Background: an optimization exercise with open tools, aiming at small area, a short achievable clock period and few clock cycles. Do not read the settings as production practice.
Only simulation tests tie the RTL to the original design; equivalence was not proved.

run 1:
## dither_core
module dither_core (
    input  wire        clk,
    input  wire        rst,           
    input  wire        start,         
    input  wire [1:0]  op,            
    input  wire [15:0] width,
    input  wire [15:0] height,
    input  wire [15:0] stride,
    input  wire [15:0] src_base,
    input  wire [15:0] dbuf_base,
    input  wire [7:0]  qstep,
    input  wire        dout,
    output reg         busy,
    output reg         done,          
    output reg  [2:0]  err_code,      
    output reg         mem_req,
    output reg         mem_we,
    output reg  [15:0] mem_addr,
    output reg  [7:0]  mem_wdata,
    input  wire [7:0]  mem_rdata
);
    localparam S_IDLE = 3'd0;
    localparam S_LOOP = 3'd1;
    localparam S_XTRA = 3'd2;
    localparam S_EVAL = 3'd3;
    localparam S_LG   = 3'd4;
    localparam S_MAP  = 3'd5;
    localparam S_DTH  = 3'd6;
    localparam S_CMP  = 3'd7;
    reg [2:0]  state;
    reg [1:0]  ph;            
    reg [1:0]  opr;
    reg [15:0] wr;            
    reg [15:0] st;            
    reg [7:0]  nq;            
    reg        dq;            
    reg [15:0] hc;            
    reg [15:0] cc;            
    reg [15:0] pa, pb;        
    reg        pa16, pb16, ov1, ov2;
    reg        first, drain;
    reg [1:0]  cl;            
    reg        pw, pw2;       
    reg        nf;            
    reg        near;          
    reg [7:0]  curv;          
    reg [7:0]  ob;            
    reg [7:0]  b1, b2;        
    reg [7:0]  rq;            
    reg [7:0]  qq;            
    reg [7:0]  e;             
    reg signed [6:0] t7s;     
    reg [4:0]  gkr;           
    reg [7:0]  xb;            
    wire is_map  = (opr == 2'd1);
    wire is_dth  = (opr == 2'd2);
    wire fast    = |wr[15:2];
    wire lastrow = (hc == 16'd1);
    wire row_full = (cc == wr);
    wire more_pix = !(row_full && lastrow);
    wire idle    = (state == S_IDLE);
    wire accept  = idle && start;
    reg         p_bsel;       
    reg  [16:0] pa_op;
    reg  [16:0] pb_op;
    wire [16:0] pa_base = p_bsel ? {1'b0, mem_addr} : {pa16, pa};
    wire [16:0] pb_base = p_bsel ? {1'b0, mem_addr} : {pb16, pb};
  ...
==> flow/config.mk <==
export PLATFORM = sky130hd
export DESIGN_NAME = dither_core
export DESIGN_NICKNAME = dither_core
export VERILOG_FILES = /design/flow/design.v
export SDC_FILE = /design/flow/constraint.sdc
export NUM_CORES = 4
export LEC_CHECK = 0
export CAP_MARGIN = 20
export CORE_MARGIN = 2
export CORE_UTILIZATION = 40
export SLEW_MARGIN = 20
==> flow/constraint.sdc <==
create_clock -name core_clock -period 30.0 [get_ports {clk}]
set_input_delay 6.0000 -clock core_clock [delete_from_list [all_inputs] [get_ports {clk}]]
set_output_delay 6.0000 -clock core_clock [all_outputs]
set_load 0.01 [all_outputs]
standard.sh (not shown) runs the stock make flow with config.mk's settings and CLKGATE_MAP_FILE= SYNTH_SCRIPT=/design/flow/synth_recipe.tcl, a recipe that flattens the netlist after the stock synthesis.
==> flow/flow/run.sh <==
#!/bin/bash
# The standard layout, with every input and output port buffered by a
# sky130_fd_sc_hd__buf_2 instead of the delay buffer buffer_ports picks by
# default.  Each tool's output stays in orfs/logs; make's own output goes to
# standard.log.
set -euo pipefail
export BUFFER_PORTS_ARGS="-buffer_cell sky130_fd_sc_hd__buf_2"
bash standard.sh > standard.log 2>&1
Run 1 | status: complete | timing, DRC, antenna: pass
Testbench counts of run 1, summed over its fixed seeds: cycles 97,441.
> inputs changed (run 1 -> run 2)
--- a/flow/design.v
+++ b/flow/design.v
@@ -516,18 +516,18 @@
     wire [2:0]  cube_l;
     wire [4:0]  cube_m;
     wire [5:0]  gray_m;
     wire        gray_far;
     dc_cube u_cube (.x(xb), .l(cube_l), .m(cube_m));
     dc_gray u_gray (.x(xb), .k(gkr), .m6(gray_m), .far(gray_far));
     reg  [13:0] ddr;          
-    reg  [5:0]  gdr;          
-    reg         gfar;         
-    reg  [2:0]  clr;          
-    reg  [4:0]  cmr;          
+    wire [5:0]  gdr  = t7s[5:0];    
+    wire        gfar = t7s[6];      
+    wire [2:0]  clr  = nq[7:5];     
+    wire [4:0]  cmr  = nq[4:0];     
     wire [11:0] gsq     = gdr * gdr;
     wire [9:0]  csq     = cmr * cmr;
     reg  [7:0]  cw;
     always @(*) begin
         case (ph)
             2'd3:    cw = {3'd0, clr, 2'b00} + {clr, 5'b00000};       
             2'd0:    cw = {4'd0, clr, 1'b0} + {3'd0, clr, 2'b00};     
@@ -536,16 +536,15 @@
     end
     wire [13:0] dd_n    = ((ph == 2'd3) ? 14'd0 : ddr) + {2'b00, gsq} - {4'b0000, csq};
     wire [7:0]  ci_n    = ((ph == 2'd3) ? 8'd16 : e) + cw;
     wire        near_n  = ((ph == 2'd3) | near) & ~gfar;
     wire        gray_win = near && ddr[13];
     wire       es   = e[7];
     wire [6:0] em   = e[6:0];
-    wire [9:0] em5  = {1'b0, em, 2'b00} + {3'b000, em};
-    wire [8:0] em3  = {1'b0, em, 1'b0} + {2'b00, em};
+    wire [9:0] em35 = (ph[0] ? {1'b0, em, 2'b00} : {2'b00, em, 1'b0}) + {3'b000, em};
     function [7:0] satadd;
         input [7:0] x;
         input       neg;
         input [5:0] t;
         reg   [9:0] s;
         begin
             s = {2'b00, x} + ({4'b0000, t} ^ {10{neg}}) + {9'd0, neg};
@@ -565,16 +564,16 @@
     wire [6:0] t7u  = m7 ? t7s : 7'd0;
     wire [9:0] olds = {2'b00, curv} + {{3{t7u[6]}}, t7u};
     wire [7:0] old  = olds[9] ? 8'd0 : (olds[8] ? 8'd255 : olds[7:0]);
     reg  [7:0] sa_x;
     reg  [5:0] sa_t;
     always @(*) begin
         case (ph)
-            2'd0:    begin sa_x = b2; sa_t = m3 ? {1'b0, em3[8:4]} : 6'd0;  end
-            2'd1:    begin sa_x = b1; sa_t = m5 ? em5[9:4] : 6'd0;          end
+            2'd0:    begin sa_x = b2; sa_t = m3 ? {1'b0, em35[8:4]} : 6'd0; end
+            2'd1:    begin sa_x = b1; sa_t = m5 ? em35[9:4] : 6'd0;         end
             default: begin sa_x = ob; sa_t = m1 ? {3'b000, em[6:4]} : 6'd0; end
         endcase
     end
     wire [7:0] nbw  = satadd(sa_x, es, sa_t);
     wire [2:0] d0_q, d0_r;
     dc_div3 u_div3 (.x(old[7:5]), .n(nq), .q(d0_q), .r(d0_r));
     wire [8:0] d1_t = {5'd0, d0_r, old[4]};
@@ -921,18 +920,16 @@
                 2'd1, 2'd2: begin
                     rq <= dv_r;
                     qq <= {qq[5:0], dv_q};
                 end
                 default: ;
             endcase
         end else if (state == S_MAP) begin
-            gdr  <= gray_m;
-            gfar <= gray_far;
-            clr  <= cube_l;
-            cmr  <= cube_m;
+            t7s  <= {gray_far, gray_m};
+            nq   <= {cube_l, cube_m};
             if (ph != 2'd2) begin
                 ddr <= dd_n;
                 e   <= ci_n;
                 near <= near_n;
             end
             case (ph)
                 2'd0: begin
[summary]
All of run 1 and run 2 finish clean.
Clock tree cell share of total cell area for run 2 is lower than for run 1.
Run 2 vs run 1, non-clock buffer count went up by 2.4%.
A highest metal layer used by the detailed router of met5 is what run 1 shows, while met4 belongs to run 2.
Going from run 1 to run 2, die area shrank by a few percent.
Summary of run 2 over run 1: number of enable-type register cells in the synthesized netlist fell 9.9%, worst reg-to-reg path cell count rose 8.7%, count of different cell masters after synthesis rose 6, post-route worst setup slack fell 0.12 ns.
Testbench counts of run 2, summed over its fixed seeds: cycles 97,441.

what the ideal ports hide:
No port has a modelled driver above. Below, the same layouts with a new extraction and two added sets of constraints. Step 1 sets driving cells, clkbuf_16 on the clock port and buf_2 on the other inputs (assumed; they add their load-dependent delay and slew). Step 2 adds t to the input delays and takes it off the output delays; t is the mean of the earliest and latest rising clock arrival at the registers after step 1. Input paths then give back, and output paths get back, about the clock's delay inside the block. a / b / c = ideal / step 1 / step 2; a / b = the first two.
run | shift t [ns] | slack for setup (ns) | worst setup path at the end | clock arrival spread, ns
run 1 | 0.606 | 22.718 / 22.664 / 22.817 | input to register | 0.048 / 0.048
run 2 | 0.661 | 22.602 / 22.538 / 22.863 | input to register | 0.050 / 0.050
After both steps setup and hold are still met in every run listed.
